This design comes from an exercise in tuning for small area, a short achievable clock period and few clock cycles per item on the open sky130 flow, not from production work.
RTL that was checked went through simulation tests only; none was proved equivalent to the original.
Only the layout flow was run in runs 4 and 5; the RTL was not checked for function there.
Power and IR drop assume default switching activity.

==> design.v <==
module ble_sync_correlator (
    input  wire [31:0] window,    
    input  wire [31:0] aa,
    output wire [4:0]  ge
);
    wire [31:0] d;
    genvar k;
    generate
        for (k = 0; k < 32; k = k + 1) begin : g_d
            assign d[k] = window[k] ^ aa[31 - k];
        end
    endgenerate
    wire [1:0] p [0:15];
    generate
        for (k = 0; k < 16; k = k + 1) begin : g_p
            assign p[k] = {d[2*k] & d[2*k+1], d[2*k] | d[2*k+1]};
        end
    endgenerate
    wire [3:0] q [0:7];
    generate
        for (k = 0; k < 8; k = k + 1) begin : g_q
            ble_therm_merge #(.W(2)) u_m (.a({3'd0, p[2*k]}), .b({3'd0, p[2*k+1]}), .c(q[k]));
        end
    endgenerate
    wire [4:0] o [0:3];
    generate
        for (k = 0; k < 4; k = k + 1) begin : g_o
            ble_therm_merge #(.W(5)) u_m (.a({1'b0, q[2*k]}), .b({1'b0, q[2*k+1]}), .c(o[k]));
        end
    endgenerate
    wire [4:0] h0, h1;
    ble_therm_merge #(.W(5)) u_h0 (.a(o[0]), .b(o[1]), .c(h0));
    ble_therm_merge #(.W(5)) u_h1 (.a(o[2]), .b(o[3]), .c(h1));
    ble_therm_merge #(.W(5)) u_t  (.a(h0), .b(h1), .c(ge));
endmodule
module ble_therm_merge #(parameter W = 5) (
    input  wire [4:0]   a,
    input  wire [4:0]   b,
    output wire [W-1:0] c
);
    wire [5:0] ax = {a, 1'b1};    
    wire [5:0] bx = {b, 1'b1};
    genvar n, i;
    generate
        for (n = 1; n <= W; n = n + 1) begin : g_n
            wire [n:0] t;
            for (i = 0; i <= n; i = i + 1) begin : g_i
                assign t[i] = ax[i] & bx[n - i];
            end
            assign c[n-1] = |t;
        end
    endgenerate
endmodule
module ble_rx_deframer (
    input  wire        clk,
    input  wire        rst,             
    input  wire [31:0] cfg_aa,
    input  wire        cfg_phy2m,       
    input  wire [5:0]  cfg_channel,
    input  wire        cfg_whiten,
    input  wire [23:0] cfg_crc_init,
    input  wire        bit_valid,
    input  wire        bit_data,
    input  wire        bit_last,
    output wire        bit_ready,
    output reg         pdu_valid,
    output wire [7:0]  pdu_data,
    output wire        res_valid,
    output wire [11:0] res_flags,
    output wire [15:0] res_sync_pos,
    output wire [31:0] res_aa,
    output wire [15:0] res_hdr,
    output wire [7:0]  res_pdu_len,
    output wire [23:0] res_crc,
    output wire [23:0] res_crc_rx,
    output wire [15:0] res_nbits
);
    reg         ready_r;
    reg         take, data, last;             
    reg         rst_r;                        
    reg  [46:0] hist;                         
    reg         hdr15;
    reg  [31:0] aa_r;
    reg         phy_r, wht_r;
    reg  [15:0] nbits, pos;
    reg         ev, hitr, synced;
    reg  [23:0] crc, sr;
    reg  [6:0]  wh;
    reg  [2:0]  bitcnt;
    reg         hb;
    reg  [7:0]  bc;
    reg         p_hdr, p_pay, p_crc, done;    
    reg         mism, fin;
    reg         rv_r, ge32_r, full_r;
    reg         u;                            
    reg  [4:0]  psum;                         
    reg         o_nsyn, o_f9, o_f8, o_hv, o_ok;  
    reg  [7:0]  o_plen;                       
    assign bit_ready = ready_r;
    wire take_in = bit_valid & ready_r;
    wire synced_any = synced | hitr;
    wire hdr_valid  = ~p_hdr;
    wire clr        = fin & ~done;
    assign res_valid = rv_r;
    wire start = rst_r | rv_r;
    wire full = full_r | (nbits[5] & (nbits[4] | (nbits[3] & ~phy_r)));
    wire [4:0] aa_ge;
    ble_sync_correlator u_corr (
        .window ({hist[30:0], data}),
        .aa     (aa_r),
        .ge     (aa_ge)
    );
    wire       ge32   = ge32_r | nbits[5];
    wire       e_in   = (hist[30] ^ ~u) & ge32;
    wire       e_out  = ((phy_r ? hist[46] : hist[38]) ^ ~u) & full;
    wire       q      = aa_r[0] ^ ~u;
    wire [4:0] lpre   = phy_r ? 5'd16 : 5'd8;
    wire [4:0] pm     = q ? (lpre - psum) : psum;
    wire       hit    = (pm == 5'd0) ? ~aa_ge[4] :
                        (pm == 5'd1) ? ~aa_ge[3] :
                        (pm == 5'd2) ? ~aa_ge[2] :
                        (pm == 5'd3) ? ~aa_ge[1] :
                        (pm == 5'd4) ? ~aa_ge[0] : 1'b0;
    wire [4:0] psum_adj = (e_in & ~e_out) ? psum + 5'd1 :
                          (~e_in & e_out) ? psum - 5'd1 : psum;
    wire        nb_inc = take & ~last;
    wire        ps_inc = ev & ~hitr;
    wire [15:0] nbits_inc, pos_inc;
    genvar gi;
    generate
        for (gi = 0; gi < 16; gi = gi + 1) begin : g_cnt
            assign nbits_inc[gi] = nbits[gi] ^ (nb_inc & ((gi == 0) | &nbits[(gi > 0 ? gi - 1 : 0):0]));
            assign pos_inc[gi]   = pos[gi] ^ (ps_inc & ((gi == 0) | &pos[(gi > 0 ? gi - 1 : 0):0]));
        end
    endgenerate
    wire fbit     = take & synced_any & ~done;
    wire dbit     = data ^ (wht_r & wh[0]);
    wire sin      = dbit & ~clr;
    wire byte_end = fbit & (bitcnt == 3'd7);
    wire [7:0] len = {hist[32], hist[33], hist[34], hist[35], hist[36], hist[37], hist[38], hist[39]};
    wire bc_eq    = (bc == len);
    wire bc_2     = (bc == 8'd2);
    wire in_pdu   = p_hdr | (p_pay & ~bc_eq);
    wire lastbit  = take & last & ~done;      
    wire shift_en = (take | clr) & ~synced_any;
    wire up_en    = synced_any ? ((fbit & p_hdr) | (clr & ~hdr_valid)) : shift_en;
    wire done_next = done | (byte_end & p_crc & bc_2);
    wire crc_fb  = crc[23] ^ dbit;
    wire crc_run = fbit & in_pdu;
    wire crc_sin = clr ? 1'b0 : (crc_run ? crc_fb : crc[23]);
    wire crc_tap = crc_run & crc_fb;
    wire synced_n = ~start & synced_any;
    wire done_n   = ~start & done_next;
    wire p_hdr_n  = start | (p_hdr & ~(byte_end & hb));
    wire mism_n   = (start | ~synced_any) ? 1'b0 :
                    (fbit & ~in_pdu) ? (mism | (crc[23] ^ dbit)) : mism;
    always @(posedge clk) begin
        aa_r   <= cfg_aa;
        phy_r  <= cfg_phy2m;
        wht_r  <= cfg_whiten;
        o_nsyn <= ~synced_n;
        o_f9   <= ~synced_n | done_n;
        o_f8   <= ~(synced_n & done_n);
        o_hv   <= ~p_hdr_n;
        o_ok   <= done_n & ~mism_n;
        o_plen <= done_n ? len : {6'd0, ~p_hdr_n, 1'b0};
        if (rst)
            ready_r <= 1'b1;
        else if (take_in & bit_last)
            ready_r <= 1'b0;
        else if (res_valid)
            ready_r <= 1'b1;
        take  <= take_in & ~rst;
        data  <= bit_data;
        last  <= bit_last;
        rst_r <= rst;
        if (shift_en)
            hist[31:0] <= {hist[30:0], data & ~clr};
        if (up_en) begin
            hist[46:33] <= hist[45:32];
            hist[32]    <= synced_any ? sin : hist[31];
            hdr15       <= hist[46];
        end
        nbits  <= start ? 16'd1 : nbits_inc;
        u      <= ~start & (u ^ take);
        ge32_r <= ~start & ge32;
        full_r <= ~start & full;
        if (start | take)
            psum <= start ? 5'd0 : psum_adj;
        pos    <= (start | (clr & ~synced_any)) ? 16'd0 : pos_inc;
        ev     <= ~start & take & full & ~synced_any;
        hitr   <= ~start & take & full & ~synced_any & hit;
        synced <= synced_n;
        if (~synced_any)
            wh <= {1'b1, cfg_channel};
        else if (fbit)
            wh <= {wh[5:0], wh[6] ^ wh[3]};
        if (~synced_any & ~clr)
            crc <= cfg_crc_init;
        else if (fbit | clr)
            crc <= {crc[22:0], crc_sin} ^ ({24{crc_tap}} & 24'h00065A);
        mism <= mism_n;
        if (fbit | clr)
            sr <= {sin, sr[23:1]};
        pdu_valid <= ~rst & ~start & byte_end & in_pdu;
        if (start) begin
            p_hdr <= 1'b1;
            p_pay <= 1'b0;
            p_crc <= 1'b0;
            done  <= 1'b0;
        end else if (byte_end) begin
            if (p_hdr & hb) begin
                p_hdr <= 1'b0;
                p_pay <= 1'b1;
            end
            if (p_pay & bc_eq) begin
                p_pay <= 1'b0;
                p_crc <= 1'b1;
            end
            if (p_crc & bc_2) begin
                p_crc <= 1'b0;
                done  <= 1'b1;
            end
        end
        if (start | lastbit) begin
            bitcnt <= 3'd0;
            bc     <= 8'd0;
        end else if (clr) begin
            {bc[2:0], bitcnt} <= {bc[2:0], bitcnt} + 6'd1;
        end else if (~synced_any) begin
            bitcnt <= 3'd0;
            bc     <= 8'd0;
        end else if (fbit) begin
            bitcnt <= bitcnt + 3'd1;
            if (byte_end & ~p_hdr)
                bc <= (p_pay & bc_eq) ? 8'd1 : bc + 8'd1;
        end
        if (start | ~synced_any)
            hb <= 1'b0;
        else if (byte_end)
            hb <= 1'b1;
        rv_r <= ~rst & ~start & ((((take_in & bit_last) | lastbit) & done_next) |
                                 (clr & (bc[2:0] == 3'd6) & (bitcnt == 3'd6)));
        if (start)
            fin <= 1'b0;
        else if (lastbit)
            fin <= 1'b1;
    end
    genvar g;
    generate
        for (g = 0; g < 32; g = g + 1) begin : g_aa
            assign res_aa[g] = hist[31 - g];
        end
        for (g = 1; g < 16; g = g + 1) begin : g_hdr
            assign res_hdr[g] = hist[47 - g];
        end
        for (g = 0; g < 24; g = g + 1) begin : g_crc
            assign res_crc[g] = crc[23 - g];
        end
    endgenerate
    assign res_hdr[0]   = hdr15;
    assign res_flags    = {synced, o_nsyn, o_f9, o_f8, 4'b0000, o_hv, synced, o_ok, o_ok};
    assign res_sync_pos = pos;
    assign res_pdu_len  = o_plen;
    assign res_crc_rx   = sr;
    assign res_nbits    = nbits;
    assign pdu_data     = sr[23:16];
endmodule
==> flow/run.sh <==
#!/bin/bash
# Standard ORFS layout (the standard.sh) with: plain buf_1 cells as the
# port buffers, a larger setup margin for the resizer's timing repair, and a
# clock tree of clkbuf_8 buffers without dummy loads.
set -euo pipefail
cd "$(dirname "${BASH_SOURCE[0]}")/.."
export BUFFER_PORTS_ARGS="-buffer_cell sky130_fd_sc_hd__buf_1"
export SETUP_SLACK_MARGIN=5.55
export CTS_ARGS="-repair_clock_nets -dont_use_dummy_load -buf_list sky130_fd_sc_hd__clkbuf_8 -root_buf sky130_fd_sc_hd__clkbuf_16"
bash standard.sh > standard.log 2>&1
==> standard.sh <==
#!/bin/bash
# synth_recipe.tcl (not shown) runs the flow's synth.tcl, then flattens the netlist and writes it again
# the make line also repeats each setting of config.mk as NAME=value (left out here)
make -C /OpenROAD-flow-scripts/flow DESIGN_CONFIG=/design/flow/config.mk WORK_HOME=/design/flow/orfs CLKGATE_MAP_FILE= SYNTH_SCRIPT=/design/flow/synth_recipe.tcl "${@:-finish}"
==> config.mk <==
export PLATFORM = sky130hd
export DESIGN_NAME = ble_rx_deframer
export DESIGN_NICKNAME = ble_rx_deframer
export VERILOG_FILES = /design/flow/design.v
export SDC_FILE = /design/flow/constraint.sdc
export NUM_CORES = 4
export LEC_CHECK = 0
export CAP_MARGIN = 20
export CORE_MARGIN = 2
export CORE_UTILIZATION = 60
export PLACE_DENSITY = 0.75
export SLEW_MARGIN = 20
==> constraint.sdc <==
create_clock -name core_clock -period 8.5 [get_ports {clk}]
set_input_delay 1.7000 -clock core_clock [delete_from_list [all_inputs] [get_ports {clk}]]
set_output_delay 1.7000 -clock core_clock [all_outputs]
set_load 0.01 [all_outputs]
==> out/metrics.csv, run 1 <==
metric;value;unit
critPathMaxStageDelay;470;ps
cts-resized-gates;0;
wl_met1;8.24;mm
first_iter_violations;376;
gp_congestion;0.868;
overflow;0;
ys.flop_type;dfxtp_1;
io_pins;228;
period_share;0.327;
first_pass_iters;5;
drc;0;
final_antenna_net_count;0;
power.total;1880;uW
swShare;0.241;
die_w;127;um
die-area;16100;um2
intPower;1420;uW
worst_pin_slew;979;ps
clk-insertion-delay-late;400;ps
cts_sinks;218;
p_clk_frac;0.260;
grt_max_degree;34;
die_h;127;um
crit_path_end_kind;output pin;
cp_num_buf_inv;1;
cp_slowest_cell;edfxtp_1;
syn_to_final_growth;12.5;%
critPathRequiredTime;6800;ps
synth_top_area_cell;edfxtp_1;
finalSetupTns;0;ps
p_leak;0.00356;uW
post_drt_wl_per_cell;14.8;um
syn-instance-count;772;
synth.most_common_cell;dfxtp_1;
rsz0062_at_grt;false;
final_core_util;0.695;
syn_avg_cell_area;11.7;um2
cts_root_buf;clkbuf_16;
outcome;finished clean;
ys_types;68;
yosys_warnings;2;
wl_met2;7.45;mm
power.switching;452;uW
start_util;0.617;
combPwrFrac;0.106;
wl;17.2;mm
diodes;0;
critPathLaunchType;flip-flop;
maxUsedRoutingLayer;met4;
h-tree-depth;4;
synth_common_cells;dfxtp_1, edfxtp_1, nor2_1, nand2_1, xnor2_1;
ir_worst_vdd;0.150;mV
dp_slack;5670;ps
cts_tree;built;
met3_wirelength;1.40;mm
crit_chain;buf_1;
power_density;184;nW/um2
grt_pass1_wl;27.8;mm
cts_buffers;17;
post_cts_buffers;0;
critPathTopFamily;flip-flops;
hold_class;flip-flop to flip-flop;
holdBufCountCts;0;
synth_area_leaders;edfxtp_1, dfxtp_1, xnor2_1;
synth_edf_count;107;
critical_path.max_fanout;4;
finalClockSkew;38.7;ps
track_usage;0.217;
fin_ws;5720;ps
period_minus_slack;2780;ps
ys_ff_latch;218;
core_area;14600;um2
synth-async-reset-ratio;0;
syn-cell-area;9040;um2
drive_above_1_share;0.0673;
via_count;6256;
min_from;sr[10];
ys_seq_area_frac;0.601;
port_buffers;223;
crit_arrival;1080;ps
cap_violations;0;
p_seq_frac;0.634;
crit_type;flip-flop to output pin;
via_per_inst;5.37;
setup_viol;0;
fmax;359;MHz
hpwl;12.7;mm
synth_top_area_share;0.355;
path_clk_slew;110;ps
slew_violations;0;
hold_violations;0;
nets;1066;
max-slew-margin-rel;0.346;
num_rows;44;
r2r_start;fin;
antenna_found_initial;0;
startpoint;hist[30];
grt_pass1_vias;5775;
cts.path.max_buffers;2;
==> per-stage QoR <==
stage | area, um2 | std cells | hold slack (ps)
3_5_place_dp | 9920 | 1147 | 434
5_1_grt | 10200 | 1164 | 466
4_1_cts | 10200 | 1164 | 458
3_3_place_gp | 9920 | 1147 | 431
2_1_floorplan | 9060 | 775 | 432
6_report | 10200 | 1164 | 454
==> layout by cell type, fill, tap and decap left out, drive strengths merged, types with 27 or more instances in the layout <==
master,instances
dfxtp,111
nand2,70
buf,225
xnor2,68
nor2,91
nand3,27
edfxtp,107
xor2,30
a21oi,32
==> power groups by stage <==
stage,Clock [uW],Combinational (uW),Sequential (uW)
2_1_floorplan,0,130,1220
3_3_place_gp,0,196,1210
3_5_place_dp,0,200,1210
4_1_cts,501,200,1190
5_1_grt,541,222,1200
6_report,487,200,1190
==> flip-flops by register name, indices dropped and copies added, names as in the netlist, 7 cells and up <==
name,count
hist,47
crc,24
sr,24
bc,8
o_plen,8
pos,16
nbits,16
aa_r,32
wh,7
==> routing by layer <==
layer  up-vias  track usage
li1       3120            -
met1      2906        0.310
met2       217        0.319
met3        13       0.0763
met4         0       0.0543
met5         -            0
==> logic make-up (layout without fill, tap and decap cells) <==
| group | count (synthesis) | after routing | synth area share |
|---|---|---|---|
| compound gates | 106 | 106 | 0.0825 |
| buf+inv | 53 | 258 | 0.0313 |
| flops | 218 | 218 | 0.601 |
| other cells | 1 | 4 | 0.000415 |
| mux | 18 | 18 | 0.0223 |
| xor+xnor | 98 | 98 | 0.103 |
| fa+ha+maj | 16 | 16 | 0.0227 |
| simple gates | 262 | 262 | 0.137 |
==> layout make-up <==
class                      instances  area, um2
timing repair buffer             225        852
multi-input combinational        504       3350
fill                            1152       4470
tap                              184        230
inverter                          16       60.1
sequential                       218       5440
clock buffer                      17        245
==> path summary, 6_finish.rpt <==
path,to,slack [ps],cells after the start
worst max-delay path,res_aa[1],5720,1
worst min-delay path,sr[9],450,0
worst max register to register,hist[44],5840,4
worst min register to register,sr[9],450,0
Testbench counts, summed over its fixed seeds: cycles 147,147, bits 146,743.
==> run 2: changes to the inputs <==
--- a/flow/run.sh
+++ b/flow/run.sh
@@ -6,5 +6,5 @@
 cd "$(dirname "${BASH_SOURCE[0]}")/.."
 export BUFFER_PORTS_ARGS="-buffer_cell sky130_fd_sc_hd__buf_1"
-export SETUP_SLACK_MARGIN=5.55
+export SETUP_SLACK_MARGIN=5.3
 export CTS_ARGS="-repair_clock_nets -dont_use_dummy_load -buf_list sky130_fd_sc_hd__clkbuf_8 -root_buf sky130_fd_sc_hd__clkbuf_16"
 bash standard.sh > standard.log 2>&1
==> out/metrics.csv, run 2 <==
metric;value;unit;change
ff2ff_setup_slack;5870;ps;was 5840 ps
cp.depth;1;;unchanged
syn_to_final_growth;12.8;%;was 12.5%
hpwl;12.7;mm;about the same
r2r_start;fin;;unchanged
cts_root_buf;clkbuf_16;;unchanged
final_common_cell;buf_1;;unchanged
min_path_cells;0;;unchanged
critPathTopFamily;flip-flops;;unchanged
ys_ff_latch;218;;unchanged
path_clk_slew;100;ps;was 110 ps
crit_type;flip-flop to output pin;;unchanged
die_h;127;um;unchanged
synth_edf_count;107;;unchanged
worst_pin_slew;980;ps;was 979 ps
slew_violations;0;;unchanged
gp_congestion;0.840;;was 0.868
ys.flop_type;dfxtp_1;;unchanged
critPathMaxStageDelay;490;ps;was 470 ps
power_density;184;nW/um2;about the same
rsz0062_at_grt;false;;unchanged
port_buffers;223;;unchanged
power.switching;449;uW;was 452 uW
r2r-end;hist[33];;was hist[44]
io_pins;228;;unchanged
hold_class;flip-flop to flip-flop;;unchanged
clk-insertion-delay-late;380;ps;was 400 ps
track_usage;0.214;;was 0.217
first_iter_violations;362;;was 376
via_count;6217;;was 6256
max-slew-margin-rel;0.345;;was 0.346
p_seq_frac;0.635;;was 0.634
start_util;0.617;;unchanged
largest_reg_flops;47;;unchanged
combPwrFrac;0.107;;was 0.106
finalClockSkew;29.8;ps;was 38.7 ps
intPower;1430;uW;was 1420 uW
core_area;14600;um2;unchanged
wl_met2;7.49;mm;was 7.45 mm
ys_types;68;;unchanged
yosys_warnings;2;;unchanged
grt_max_degree;34;;unchanged
cp_num_buf_inv;1;;unchanged
grt_pass1_vias;5676;;was 5775
setup_viol;0;;unchanged
wl_met1;8.17;mm;was 8.24 mm
period_minus_slack;2770;ps;was 2780 ps
num_rows;44;;unchanged
maxUsedRoutingLayer;met4;;unchanged
synth-async-reset-ratio;0;;unchanged
cts_tree;built;;unchanged
nets;1067;;was 1066
cp_slowest_cell;edfxtp_1;;unchanged
fmax;360;MHz;was 359 MHz
cts_buffers;17;;unchanged
period_share;0.326;;was 0.327
worstHoldEndpoint;sr[10];;was sr[9]
grt_pass1_wl;27.5;mm;was 27.8 mm
dp_slack;5660;ps;was 5670 ps
critical_path.max_fanout;4;;unchanged
reg2reg_depth;4;;unchanged
fillers;1168;;was 1152
crit_path_end_kind;output pin;;unchanged
critPathRequiredTime;6800;ps;about the same
holdBufCountCts;0;;unchanged
final_antenna_net_count;0;;unchanged
top_register;hist;;unchanged
die_w;127;um;unchanged
h-tree-depth;4;;unchanged
outcome;finished clean;;unchanged
via_per_inst;5.33;;was 5.37
drive_above_1_share;0.0673;;about the same
drc;0;;unchanged
synth_top_area_share;0.355;;unchanged
syn-instance-count;772;;unchanged
ys_seq_area_frac;0.601;;unchanged
layout_common_cells;buf_1, dfxtp_1, edfxtp_1, nor2_1, nand2_1;;unchanged
synth_common_cells;dfxtp_1, edfxtp_1, nor2_1, nand2_1, xnor2_1;;unchanged
p_clk_frac;0.258;;was 0.260
critPathLaunchType;flip-flop;;unchanged
cts.path.max_buffers;2;;unchanged
hold_violations;0;;unchanged
p_leak;0.00357;uW;was 0.00356 uW
min_from;sr[11];;was sr[10]
crit_arrival;1070;ps;was 1080 ps
met3_wirelength;1.37;mm;was 1.40 mm
antenna_found_initial;1;;was 0
post_cts_buffers;0;;unchanged
reg_top3;hist: 47 flops, aa_r: 32 flops;;unchanged
finalSetupTns;0;ps;unchanged
post_drt_wl_per_cell;14.7;um;was 14.8 um
wl;17.2;mm;about the same
swShare;0.239;;was 0.241
die-area;16100;um2;unchanged
cap_violations;0;;unchanged
first_pass_iters;5;;unchanged
syn-cell-area;9040;um2;unchanged
synth_top_area_cell;edfxtp_1;;unchanged
cts_sinks;218;;unchanged
synth.most_common_cell;dfxtp_1;;unchanged
crit_chain;buf_1;;unchanged
fin_ws;5730;ps;was 5720 ps
cts-resized-gates;0;;unchanged
synth_area_leaders;edfxtp_1, dfxtp_1, xnor2_1;;unchanged
syn_avg_cell_area;11.7;um2;unchanged
overflow;0;;unchanged
ir_worst_vdd;0.162;mV;was 0.150 mV
## run 2: cell counts after synthesis
No cell type changed its count.
## run 2: cell type report
cell class,count,area [um2],share of cell area
Clock buffer,17,245,0.0240
Tap cell,184,230,0.0226
Sequential cell,218,5440,0.533
Inverter,16,60.1,0.00589
Antenna cell,1,2.50,0.000245
Timing Repair Buffer,226,880,0.0862
Multi-Input combinational cell,504,3350,0.328
## run 2: power groups by stage
stage	Sequential, uW	Clock (uW)	Combinational [uW]
2_1_floorplan	1220	0	130
6_report	1190	484	201
5_1_grt	1200	534	224
3_5_place_dp	1210	0	201
4_1_cts	1190	497	202
3_3_place_gp	1210	0	195
## run 2: metal layers
| metal | vias to the layer above | GRT usage |
|---|---|---|
| li1 | 3115 | - |
| met1 | 2870 | 0.309 |
| met2 | 219 | 0.319 |
| met3 | 13 | 0.0692 |
| met4 | 0 | 0.0498 |
| met5 | - | 0 |
## run 2: cells by family (layout without fill, tap and decap cells)
family | after synthesis | count (layout) | synth area share
DFF | 218 | 218 | 0.601
adders and majority gates | 16 | 16 | 0.0227
AOI/OAI and AO/OA | 106 | 106 | 0.0825
buffers and inverters | 53 | 259 | 0.0313
muxes | 18 | 18 | 0.0223
other | 1 | 5 | 0.000415
and+or+nand+nor | 262 | 262 | 0.137
xor gates and xnor gates | 98 | 98 | 0.103
## run 2: through the flow
stage          hold slack, ps  total power, uW   util  instance area (um2)  instances
5_1_grt                   459             1950  0.696                10200       1165
4_1_cts                   457             1890  0.696                10200       1165
3_5_place_dp              437             1410  0.679                 9950       1148
3_3_place_gp              432             1410  0.677                 9920       1147
6_report                  454             1870  0.696                10200       1166
2_1_floorplan             432             1350      -                 9050        775
## run 2: worst max-delay path by stage
| stage | startpoint | end |
|---|---|---|
| after floorplan | hitr | hdr15 |
| after global placement | take | hdr15 |
| after detailed placement | take | hist[46] |
| after CTS | take | hist[40] |
| after global routing | fin | hist[33] |
| final | hist[30] | res_aa[1] |
==> run 3: changes to the inputs <==
--- a/flow/run.sh
+++ b/flow/run.sh
@@ -6,5 +6,5 @@
 cd "$(dirname "${BASH_SOURCE[0]}")/.."
 export BUFFER_PORTS_ARGS="-buffer_cell sky130_fd_sc_hd__buf_1"
-export SETUP_SLACK_MARGIN=5.3
-export CTS_ARGS="-repair_clock_nets -dont_use_dummy_load -buf_list sky130_fd_sc_hd__clkbuf_8 -root_buf sky130_fd_sc_hd__clkbuf_16"
+export SETUP_SLACK_MARGIN=5.55
+export CTS_ARGS="-sink_clustering_enable -repair_clock_nets -dont_use_dummy_load -buf_list sky130_fd_sc_hd__clkbuf_16 -sink_clustering_size 30 -sink_clustering_max_diameter 100 -root_buf sky130_fd_sc_hd__clkbuf_16 -distance_between_buffers 1000 -branching_point_buffers_distance 1000"
 bash standard.sh > standard.log 2>&1
==> out/metrics.csv, run 3 <==
metric;value;unit;change
syn_to_final_growth;12.9;%;was 12.8%
critPathLaunchType;flip-flop;;unchanged
cts-resized-gates;0;;unchanged
die_h;127;um;unchanged
gp_congestion;0.868;;was 0.840
finalSetupTns;0;ps;unchanged
cts_tree;built;;unchanged
synth_area_leaders;edfxtp_1, dfxtp_1, xnor2_1;;unchanged
max-slew-margin-rel;0.366;;was 0.345
via_count;6264;;was 6217
fmax;350;MHz;was 360 MHz
holdBufCountCts;0;;unchanged
cts_buffers;11;;was 17
slew_violations;0;;unchanged
io_pins;228;;unchanged
ys_types;68;;unchanged
num_rows;44;;unchanged
layout_common_cells;buf_1, dfxtp_1, edfxtp_1, nor2_1, nand2_1;;unchanged
final_antenna_net_count;0;;unchanged
via_per_inst;5.40;;was 5.33
track_usage;0.209;;was 0.214
yosys_warnings;2;;unchanged
crit_arrival;1160;ps;was 1070 ps
p_leak;0.00357;uW;about the same
diodes;0;;was 1
syn_avg_cell_area;11.7;um2;unchanged
cap_violations;0;;unchanged
core_area;14600;um2;unchanged
die-area;16100;um2;unchanged
fillers;1141;;was 1168
grt_max_degree;34;;unchanged
first_iter_violations;403;;was 362
r2r_start;phy_r;;was fin
cts_root_buf;clkbuf_16;;unchanged
period_share;0.336;;was 0.326
overflow;0;;unchanged
cp_slowest_cell;edfxtp_1;;unchanged
cts.path.max_buffers;3;;was 2
power.total;1920;uW;was 1870 uW
ys.flop_type;dfxtp_1;;unchanged
ys_ff_latch;218;;unchanged
first_pass_iters;4;;was 5
reg2reg_depth;11;;was 4
h-tree-depth;1;;was 4
drc;0;;unchanged
reg_top3;hist: 47 flops, aa_r: 32 flops;;unchanged
critPathRequiredTime;6800;ps;about the same
crit_type;flip-flop to output pin;;unchanged
top_register;hist;;unchanged
cp-endpoint;res_hdr[9];;was res_aa[1]
startpoint;hist[38];;was hist[30]
power_density;188;nW/um2;was 184 nW/um2
final_common_cell;buf_1;;unchanged
antenna_found_initial;0;;was 1
wl;17.3;mm;was 17.2 mm
nets;1061;;was 1067
critPathTopFamily;flip-flops;;unchanged
hold_violations;0;;unchanged
period_minus_slack;2860;ps;was 2770 ps
path_clk_slew;110;ps;was 100 ps
hpwl;12.7;mm;about the same
synth_top_area_share;0.355;;unchanged
ff2ff_setup_slack;5880;ps;was 5870 ps
grt_pass1_vias;5746;;was 5676
worst_pin_slew;950;ps;was 980 ps
crit_path_end_kind;output pin;;unchanged
ys_seq_area_frac;0.601;;unchanged
synth_top_area_cell;edfxtp_1;;unchanged
syn-instance-count;772;;unchanged
post_drt_wl_per_cell;14.9;um;was 14.7 um
cts_sinks;218;;unchanged
finalClockSkew;53.6;ps;was 29.8 ps
r2r-end;psum[4];;was hist[33]
largest_reg_flops;47;;unchanged
final_core_util;0.697;;was 0.696
synth_common_cells;dfxtp_1, edfxtp_1, nor2_1, nand2_1, xnor2_1;;unchanged
cp_num_buf_inv;1;;unchanged
post_cts_buffers;0;;unchanged
hold_slack;440;ps;was 454 ps
setup_viol;0;;unchanged
ir_worst_vdd;0.176;mV;was 0.162 mV
critPathMaxStageDelay;510;ps;was 490 ps
port_buffers;223;;unchanged
hold_class;flip-flop to flip-flop;;unchanged
synth-async-reset-ratio;0;;unchanged
grt_pass1_wl;27.9;mm;was 27.5 mm
cp.depth;1;;unchanged
critical_path.max_fanout;5;;was 4
rsz0062_at_grt;false;;unchanged
die_w;127;um;unchanged
outcome;finished clean;;unchanged
synth_edf_count;107;;unchanged
synth.most_common_cell;dfxtp_1;;unchanged
crit_chain;buf_1;;unchanged
clk-insertion-delay-late;460;ps;was 380 ps
drive_above_1_share;0.0626;;was 0.0673
syn-cell-area;9040;um2;unchanged
start_util;0.617;;unchanged
[run 3: cell families after synthesis]
group / count (synthesis) / share of synthesized area
flip-flops: 218 / 0.601
AO/OA/AOI/OAI: 106 / 0.0825
XOR/XNOR: 98 / 0.103
buffers and inverters: 53 / 0.0313
AND/OR/NAND/NOR: 262 / 0.137
multiplexers: 18 / 0.0223
adder cells (fa/ha/maj): 16 / 0.0227
other: 1 / 0.000415
[run 3: final cells by class]
type	instances	area (um2)	area share
Sequential cell	218	5440	0.532
Multi-Input combinational cell	505	3350	0.329
Timing Repair Buffer	225	852	0.0835
Clock buffer	11	275	0.0270
Tap cell	184	230	0.0226
Inverter	16	60.1	0.00588
[run 3: metrics by stage]
step	cell area (um2)	std cells	setup WS, ps
6_report	10200	1159	5640
5_1_grt	10200	1159	5590
4_1_cts	10200	1158	5620
3_5_place_dp	9920	1147	5670
3_3_place_gp	9920	1147	5800
2_1_floorplan	9060	775	6070
[run 3: worst min path at each step]
stage                  start  endpoint  slack [ps]  cells past startpoint
floorplan              rst_r  nbits[0]         430                      1
global placement       sr[7]     sr[6]         430                      0
finish              hist[19]  hist[20]         440                      0
CTS                 hist[19]  hist[20]         440                      0
global route        hist[19]  hist[20]         450                      0
detailed placement     sr[4]     sr[3]         430                      0
[run 3: report_power, final]
part | switching (uW) | internal (uW)
Sequential | 35.9 | 1150
Combinational | 120 | 81.2
Clock | 294 | 234
[run 3: worst register-to-register path: stages (launching register included)]
cell and delay [ps]:
dfxtp_1 360, inv_1 90, a21o_1 160, a21oi_1 210
nand2b_1 180, nand2_1 190, fa_1 500, a21o_1 180
a21oi_1 170, xnor2_1 150, xnor2_1 130, nor2_1 50
[run 3: routing by layer]
layer / share of wire / track usage / vias to the layer above / wire length [um]
li1: - / - / 3106 / -
met5: 0 / 0 / - / 0
met4: 0.0092 / 0.0310 / 0 / 159
met2: 0.43 / 0.320 / 227 / 7480
met1: 0.48 / 0.311 / 2915 / 8240
met3: 0.083 / 0.0519 / 16 / 1440
==> run 4: changes to the inputs <==
--- a/design.v
+++ b/design.v
@@ -96,5 +96,4 @@
     reg  [4:0]  psum;                         
     reg         o_nsyn, o_f9, o_f8, o_hv, o_ok;  
-    reg  [7:0]  o_plen;                       
     assign bit_ready = ready_r;
     wire take_in = bit_valid & ready_r;
@@ -164,5 +163,4 @@
         o_hv   <= ~p_hdr_n;
         o_ok   <= done_n & ~mism_n;
-        o_plen <= done_n ? len : {6'd0, ~p_hdr_n, 1'b0};
         if (rst)
             ready_r <= 1'b1;
@@ -262,5 +260,5 @@
     assign res_flags    = {synced, o_nsyn, o_f9, o_f8, 4'b0000, o_hv, synced, o_ok, o_ok};
     assign res_sync_pos = pos;
-    assign res_pdu_len  = o_plen;
+    assign res_pdu_len  = done ? len : {6'd0, hdr_valid, 1'b0};
     assign res_crc_rx   = sr;
     assign res_nbits    = nbits;
==> flow/run.sh (replaced) <==
#!/bin/bash
# Standard ORFS layout (the standard.sh) with: plain buf_1 cells as the
# port buffers, a larger setup margin for the resizer's timing repair, and a
# clock tree of clkbuf_8 buffers without dummy loads.
set -euo pipefail
cd "$(dirname "${BASH_SOURCE[0]}")/.."
export BUFFER_PORTS_ARGS="-buffer_cell sky130_fd_sc_hd__buf_1"
export SETUP_SLACK_MARGIN=5.45
export CTS_ARGS="-sink_clustering_enable -repair_clock_nets -dont_use_dummy_load -buf_list sky130_fd_sc_hd__clkbuf_8 -sink_clustering_size 16 -sink_clustering_max_diameter 60"
bash standard.sh > standard.log 2>&1
==> out/metrics.csv, run 4 <==
metric;value;unit;change
critPathRequiredTime;6800;ps;about the same
worst_pin_slew;1040;ps;was 950 ps
layout_common_cells;buf_1, edfxtp_1, dfxtp_1, nor2_1, xor2_1;;was buf_1, dfxtp_1, edfxtp_1, nor2_1, nand2_1
clk-insertion-delay-late;520;ps;was 460 ps
syn_to_final_growth;13.4;%;was 12.9%
synth-async-reset-ratio;0;;unchanged
cts_sinks;210;;was 218
ys.flop_type;edfxtp_1;;was dfxtp_1
synth_compound_area_frac;0.0805;;was 0.0825
wl;17.4;mm;was 17.3 mm
reg_top3;hist: 47 flops, aa_r: 32 flops;;unchanged
cts_root_buf;clkbuf_8;;was clkbuf_16
power.total;1820;uW;was 1920 uW
use_met3;0.0381;;was 0.0519
ys_types;63;;was 68
grt_pass1_wl;28.3;mm;was 27.9 mm
period_share;0.352;;was 0.336
yosys.area_share.adder;0.0221;;was 0.0227
p_leak;0.00351;uW;was 0.00357 uW
crit_arrival;1290;ps;was 1160 ps
crit_path_end_kind;output pin;;unchanged
crit_type;flip-flop to output pin;;unchanged
cts.path.max_buffers;3;;unchanged
ys_ff_latch;210;;was 218
synth-xor-area-share;0.0931;;was 0.103
core_area;14500;um2;was 14600 um2
hold_violations;0;;unchanged
via_count;6250;;was 6264
intPower;1370;uW;was 1470 uW
syn_avg_cell_area;11.6;um2;was 11.7 um2
h-tree-depth;1;;unchanged
ys_seq_area_frac;0.597;;was 0.601
setup_viol;0;;unchanged
cap_violations;0;;unchanged
nets;1063;;was 1061
drive_above_1_share;0.0778;;was 0.0626
synth_area_leaders;edfxtp_1, dfxtp_1, xor2_1;;was edfxtp_1, dfxtp_1, xnor2_1
hold_class;flip-flop to flip-flop;;unchanged
finalClockSkew;86.4;ps;was 53.6 ps
syn-instance-count;761;;was 772
yosys_warnings;2;;unchanged
synth_edf_count;107;;unchanged
port_buffers;223;;unchanged
drc;0;;unchanged
combPwrFrac;0.111;;was 0.105
io_pins;228;;unchanged
die_h;125;um;was 127 um
cts_tree;built;;unchanged
synth_common_cells;edfxtp_1, dfxtp_1, nor2_1, nand2_1, xor2_1;;was dfxtp_1, edfxtp_1, nor2_1, nand2_1, xnor2_1
met1_usage;0.312;;was 0.311
post_drt_wl_per_cell;15.0;um;was 14.9 um
first_pass_iters;5;;was 4
die-area;15700;um2;was 16100 um2
via_per_inst;5.38;;was 5.40
synth_top_area_cell;edfxtp_1;;unchanged
swShare;0.248;;was 0.235
track_usage;0.218;;was 0.209
grt_pass1_vias;5873;;was 5746
synth_top_family_by_area;simple AND/OR/NAND/NOR gates;;unchanged
cts_buffers;17;;was 11
slew_violations;0;;unchanged
start_util;0.610;;was 0.617
ff2ff_setup_slack;5780;ps;was 5880 ps
die_w;125;um;was 127 um
antenna_found_initial;0;;unchanged
final_common_cell;buf_1;;unchanged
muxShareOfSynthArea;0.0251;;was 0.0223
critPathLaunchType;flip-flop;;unchanged
hpwl;12.8;mm;was 12.7 mm
fmax;334;MHz;was 350 MHz
p_clk_frac;0.259;;was 0.275
grt.busiest_layer;met2;;unchanged
path_clk_slew;90;ps;was 110 ps
overflow;0;;unchanged
first_iter_violations;358;;was 403
holdBufCountCts;0;;unchanged
top_register;hist;;unchanged
outcome;finished clean;;unchanged
max-slew-margin-rel;0.302;;was 0.366
finalSetupTns;0;ps;unchanged
diodes;0;;unchanged
period_minus_slack;2990;ps;was 2860 ps
largest_reg_flops;47;;unchanged
grt_max_degree;34;;unchanged
synthSimpleGateAreaFrac;0.149;;was 0.137
critical_path.max_fanout;4;;was 5
power_density;182;nW/um2;was 188 nW/um2
gp_congestion;0.894;;was 0.868
final_antenna_net_count;0;;unchanged
num_rows;44;;unchanged
p_seq_frac;0.630;;was 0.620
syn-cell-area;8830;um2;was 9040 um2
synth.most_common_cell;edfxtp_1;;was dfxtp_1
rsz0062_at_grt;true;;was false
synth_top_area_share;0.364;;was 0.355
ir_worst_vdd;0.148;mV;was 0.176 mV
power.switching;453;uW;was 450 uW
grt_util_met2;0.349;;was 0.320
==> run 4: cell types whose count changed in the layout (fill, tap and decap cells not counted), sizes merged, moves of 7 or more <==
cell	previous run	this run
o211ai	10	3
dfxtp	111	103
nand3	27	18
buf	225	234
xnor2	68	30
xor2	30	63
a21oi	32	24
nor4	2	14
a211oi	5	21
==> run 4: logic make-up (layout without fill, tap and decap cells) <==
family | after synthesis | in the layout
adders and majority gates | 15 | 15
AOI/OAI and AO/OA | 101 | 101
and+or+nand+nor | 265 | 265
other | 1 | 4
muxes | 20 | 20
buffers and inverters | 56 | 269
xor gates and xnor gates | 93 | 93
DFF | 210 | 210
==> run 4: path summary, 6_finish.rpt <==
path                 start             end  cells after the start
hold / removal    hist[19]        hist[20]                      0
setup reg to reg   psum[0]            hitr                     10
hold reg to reg   hist[19]        hist[20]                      0
setup / recovery  hist[33]  res_pdu_len[6]                      2
==> run 4: layer usage <==
metal	vias to the layer above	wire length (um)
li1	3093	-
met1	2919	7860
met2	208	8120
met3	30	1050
met4	0	360
met5	-	0
==> run 4: power groups by stage <==
stage / Clock, uW / Sequential (uW) / Combinational, uW
2_1_floorplan: 0 / 1180 / 126
3_3_place_gp: 0 / 1170 / 192
3_5_place_dp: 0 / 1170 / 196
4_1_cts: 489 / 1150 / 199
5_1_grt: 521 / 1160 / 225
6_report: 473 / 1150 / 202
==> run 4: timing repair <==
action,in CTS,in global routing
endpoints found under the setup margin,8,6
gates resized for setup,1,1
buffers inserted,2,7
pin swaps,0,0
==> run 4: stage by stage <==
stage	util	instances	hold WS [ps]	area [um2]	worst slack (ps)
after global placement	0.671	1135	431	9710	5770
final	0.692	1161	446	10000	5510
after global routing	0.692	1161	449	10000	5450
after CTS	0.688	1154	450	9960	5450
after floorplan	-	764	437	8850	5870
after detailed placement	0.671	1135	440	9710	5590
==> run 4: cell type report <==
| class | instances | area (um2) |
|---|---|---|
| clock buffer | 17 | 234 |
| tap | 184 | 230 |
| timing repair buffer | 234 | 920 |
| fill | 1168 | 4460 |
| sequential | 210 | 5280 |
| inverter | 18 | 67.6 |
| multi-input combinational | 498 | 3290 |
==> run 4: worst max-delay path, stage by stage (launching register included) <==
cell and delay [ps]:
edfxtp_1 460, and2_1 190, buf_1 120
==> run 5: changes to the inputs <==
--- a/design.v
+++ b/design.v
@@ -95,5 +95,4 @@
     reg         u;                            
     reg  [4:0]  psum;                         
-    reg         o_nsyn, o_f9, o_f8, o_hv, o_ok;  
     assign bit_ready = ready_r;
     wire take_in = bit_valid & ready_r;
@@ -150,6 +149,4 @@
     wire crc_tap = crc_run & crc_fb;
     wire synced_n = ~start & synced_any;
-    wire done_n   = ~start & done_next;
-    wire p_hdr_n  = start | (p_hdr & ~(byte_end & hb));
     wire mism_n   = (start | ~synced_any) ? 1'b0 :
                     (fbit & ~in_pdu) ? (mism | (crc[23] ^ dbit)) : mism;
@@ -158,9 +155,4 @@
         phy_r  <= cfg_phy2m;
         wht_r  <= cfg_whiten;
-        o_nsyn <= ~synced_n;
-        o_f9   <= ~synced_n | done_n;
-        o_f8   <= ~(synced_n & done_n);
-        o_hv   <= ~p_hdr_n;
-        o_ok   <= done_n & ~mism_n;
         if (rst)
             ready_r <= 1'b1;
@@ -258,5 +250,7 @@
     endgenerate
     assign res_hdr[0]   = hdr15;
-    assign res_flags    = {synced, o_nsyn, o_f9, o_f8, 4'b0000, o_hv, synced, o_ok, o_ok};
+    wire crc_ok = done & ~mism;
+    assign res_flags    = {synced, ~synced, ~synced | done, ~(synced & done), 4'b0000,
+                           hdr_valid, synced, crc_ok, crc_ok};
     assign res_sync_pos = pos;
     assign res_pdu_len  = done ? len : {6'd0, hdr_valid, 1'b0};
--- a/flow/run.sh
+++ b/flow/run.sh
@@ -7,4 +7,4 @@
 export BUFFER_PORTS_ARGS="-buffer_cell sky130_fd_sc_hd__buf_1"
 export SETUP_SLACK_MARGIN=5.45
-export CTS_ARGS="-sink_clustering_enable -repair_clock_nets -dont_use_dummy_load -buf_list sky130_fd_sc_hd__clkbuf_8 -sink_clustering_size 16 -sink_clustering_max_diameter 60"
+export CTS_ARGS="-sink_clustering_enable -repair_clock_nets -dont_use_dummy_load -buf_list sky130_fd_sc_hd__clkbuf_8 -sink_clustering_size 16 -sink_clustering_max_diameter 60 -root_buf sky130_fd_sc_hd__clkbuf_16 -distance_between_buffers 1000 -branching_point_buffers_distance 1000"
 bash standard.sh > standard.log 2>&1
==> out/metrics.csv, run 5 <==
metric;value;unit;change
wl;18.1;mm;was 17.4 mm
critPathRequiredTime;8860;ps;was 6800 ps
fin_ws;5540;ps;was 5510 ps
ys_seq_area_frac;0.589;;was 0.597
cts_sinks;205;;was 210
dp_cells;1134;;was 1135
via_per_inst;5.40;;was 5.38
synth_top_area_cell;edfxtp_1;;unchanged
synth_compound_area_frac;0.0908;;was 0.0805
synth_top_area_share;0.366;;was 0.364
drive_above_1_share;0.0740;;was 0.0778
start_util;0.609;;was 0.610
syn-cell-area;8780;um2;was 8830 um2
dp_slack;5430;ps;was 5590 ps
ys.flop_type;edfxtp_1;;unchanged
num_rows;44;;unchanged
port_buffers;223;;unchanged
critical_path.max_fanout;5;;was 4
ys_types;65;;was 63
top_register;hist;;unchanged
grt_pass1_vias;5744;;was 5873
p_leak;0.00351;uW;about the same
nets;1059;;was 1063
power_density;184;nW/um2;was 182 nW/um2
min_path_cells;0;;unchanged
via_count;6253;;was 6250
first_iter_violations;388;;was 358
overflow;0;;unchanged
critPathLaunchType;flip-flop;;unchanged
cp_slowest_cell;or4_1;;was edfxtp_1
grt_max_degree;34;;unchanged
drc;0;;unchanged
cts_tree;built;;unchanged
ys_ff_latch;205;;was 210
ff2ff_setup_slack;5540;ps;was 5780 ps
final_common_cell;buf_1;;unchanged
crit_chain;inv_1 -> ha_1 -> and3b_1 -> or3_1 -> a21oi_2 -> mux2i_2 -> o2111ai_1 -> or4_1 -> a2111o_1 -> o311ai_1;;was and2_1 -> buf_1
muxShareOfSynthArea;0.0241;;was 0.0251
clk-insertion-delay-late;460;ps;was 520 ps
cap_violations;0;;unchanged
yosys_warnings;2;;unchanged
outcome;finished clean;;unchanged
antenna_found_initial;0;;unchanged
crit_arrival;3320;ps;was 1290 ps
syn_avg_cell_area;11.6;um2;about the same
finalNonFillerCells;1157;;was 1161
finalSetupTns;0;ps;unchanged
hold_class;flip-flop to flip-flop;;unchanged
cts_buffers;17;;unchanged
critPathMaxStageDelay;490;ps;was 460 ps
worst_pin_slew;919;ps;was 1040 ps
h-tree-depth;1;;unchanged
period_share;0.348;;was 0.352
crit_path_end_kind;flip-flop;;was output pin
ir_worst_vdd;0.138;mV;was 0.148 mV
track_usage;0.221;;was 0.218
die-area;15600;um2;was 15700 um2
first_pass_iters;5;;unchanged
power.total;1840;uW;was 1820 uW
synth-async-reset-ratio;0;;unchanged
post_drt_wl_per_cell;15.6;um;was 15.0 um
cts.path.max_buffers;3;;unchanged
slew_violations;0;;unchanged
die_h;125;um;about the same
synth_edf_count;107;;unchanged
syn_to_final_growth;14.3;%;was 13.4%
largest_reg_flops;47;;unchanged
grt_pass1_wl;28.7;mm;was 28.3 mm
synth.most_common_cell;edfxtp_1;;unchanged
reg_top3;hist: 47 flops, aa_r: 32 flops;;unchanged
hold_violations;0;;unchanged
holdBufCountCts;0;;unchanged
crit_type;flip-flop to flip-flop;;was flip-flop to output pin
yosys.area_share.adder;0.0245;;was 0.0221
period_minus_slack;2960;ps;was 2990 ps
synth_area_leaders;edfxtp_1, dfxtp_1, xor2_1;;unchanged
hpwl;12.8;mm;about the same
diodes;0;;unchanged
path_clk_slew;100;ps;was 90 ps
io_pins;228;;unchanged
finalClockSkew;20.1;ps;was 86.4 ps
die_w;125;um;about the same
syn-instance-count;757;;was 761
rsz0062_at_grt;true;;unchanged
reg2reg_depth;10;;unchanged
max-slew-margin-rel;0.387;;was 0.302
setup_viol;0;;unchanged
fmax;338;MHz;was 334 MHz
synthSimpleGateAreaFrac;0.139;;was 0.149
synth-xor-area-share;0.101;;was 0.0931
cts_root_buf;clkbuf_16;;was clkbuf_8
layout_common_cells;buf_1, edfxtp_1, dfxtp_1, nor2_1;;was buf_1, edfxtp_1, dfxtp_1, nor2_1, xor2_1
core_area;14400;um2;was 14500 um2
gp_congestion;0.872;;was 0.894
synth_common_cells;edfxtp_1, dfxtp_1, nor2_1, nand2_1, xor2_1;;unchanged
final_antenna_net_count;0;;unchanged
synth_top_family_by_area;simple AND/OR/NAND/NOR gates;;unchanged
## run 5: timing repair
action | in CTS | in global routing
pin swaps | 0 | 3
cloned | 0 | 1
setup endpoints to repair | 13 | 20
resized for setup | 3 | 6
setup buffers | 1 | 4
## run 5: final cells by class
type | instances | area (um2)
inverters | 19 | 71.3
repair buffers | 230 | 890
clock buffers | 17 | 268
fillers | 1166 | 4390
well taps | 184 | 230
multi-input cells | 502 | 3390
flip-flops and latches | 205 | 5180
## run 5: path summary, 6_finish.rpt
path	start	end
worst max-delay path	psum[1]	hitr
worst min register to register	sr[5]	sr[4]
worst min-delay path	sr[5]	sr[4]
worst max register to register	psum[1]	hitr
## run 5: per-stage QoR
| stage | cell area (um2) | util | hold WS [ps] |
|---|---|---|---|
| global placement | 9680 | 0.671 | 434 |
| CTS | 9960 | 0.691 | 455 |
| detailed placement | 9680 | 0.671 | 435 |
| finish | 10000 | 0.696 | 450 |
| floorplan | 8790 | - | 433 |
| global route | 10000 | 0.696 | 461 |
## run 5: routing by layer
metal | global-route usage | up-vias | share of wire
met3 | 0.0501 | 21 | 0.069
met2 | 0.342 | 204 | 0.45
li1 | - | 3106 | -
met1 | 0.325 | 2922 | 0.47
met5 | 0 | - | 0
met4 | 0.0471 | 0 | 0.014
## run 5: power breakdown
group,internal (uW),switching (uW)
Sequential,1090,35.8
Combinational,79.7,128
Clock,212,293
Total,1380,457
## run 5: logic make-up (layout without fill, tap and decap cells)
family,Yosys count,after routing
buffers and inverters,54,266
AOI/OAI and AO/OA,113,113
DFF,205,205
and+or+nand+nor,250,251
xor gates and xnor gates,98,98
other,1,4
adders and majority gates,17,17
muxes,19,19
## run 5: critical path: cells and delay by family, from the launching register on
kind / cells / cell delay (ps)
flip-flops: 1 / 420
multiplexers: 1 / 320
adder cells (fa/ha/maj): 1 / 250
AO/OA/AOI/OAI: 4 / 780
AND/OR/NAND/NOR: 3 / 1000
buffers and inverters: 1 / 100

==> static timing again, ports no longer ideal <==
Ports are ideal in the flow. The routed layouts listed here were re-timed in OpenROAD.
Step 1 (the two cells are an assumption about what drives the block):
set clk [get_ports {clk}]
set_driving_cell -lib_cell sky130_fd_sc_hd__clkbuf_16 $clk
set_driving_cell -lib_cell sky130_fd_sc_hd__buf_2 [delete_from_list [all_inputs] $clk]
Step 2 also shifts input and output timing later by t, the mid clock arrival at the registers, as if the neighbouring blocks saw the same clock.
a / b / c = no drivers / after step 1 / after step 2; a / b = the first two.
| run | shift t [ns] | slack for setup (ns) | clock arrival spread, ns | worst slew at a driven data input, ns |
|---|---|---|---|---|
| run 1 | 0.422 | 5.718 / 5.679 / 5.836 | 0.039 / 0.039 | 0.06 |
| run 2 | 0.411 | 5.726 / 5.684 / 5.871 | 0.032 / 0.032 | 0.07 |
| run 3 | 0.474 | 5.645 / 5.603 / 5.881 | 0.057 / 0.057 | 0.06 |
| run 4 | 0.519 | 5.509 / 5.469 / 5.779 | 0.086 / 0.086 | 0.06 |
| run 5 | 0.490 | 5.538 / 5.500 / 5.538 | 0.024 / 0.024 | 0.06 |
After both steps setup and hold are still met in every run listed.
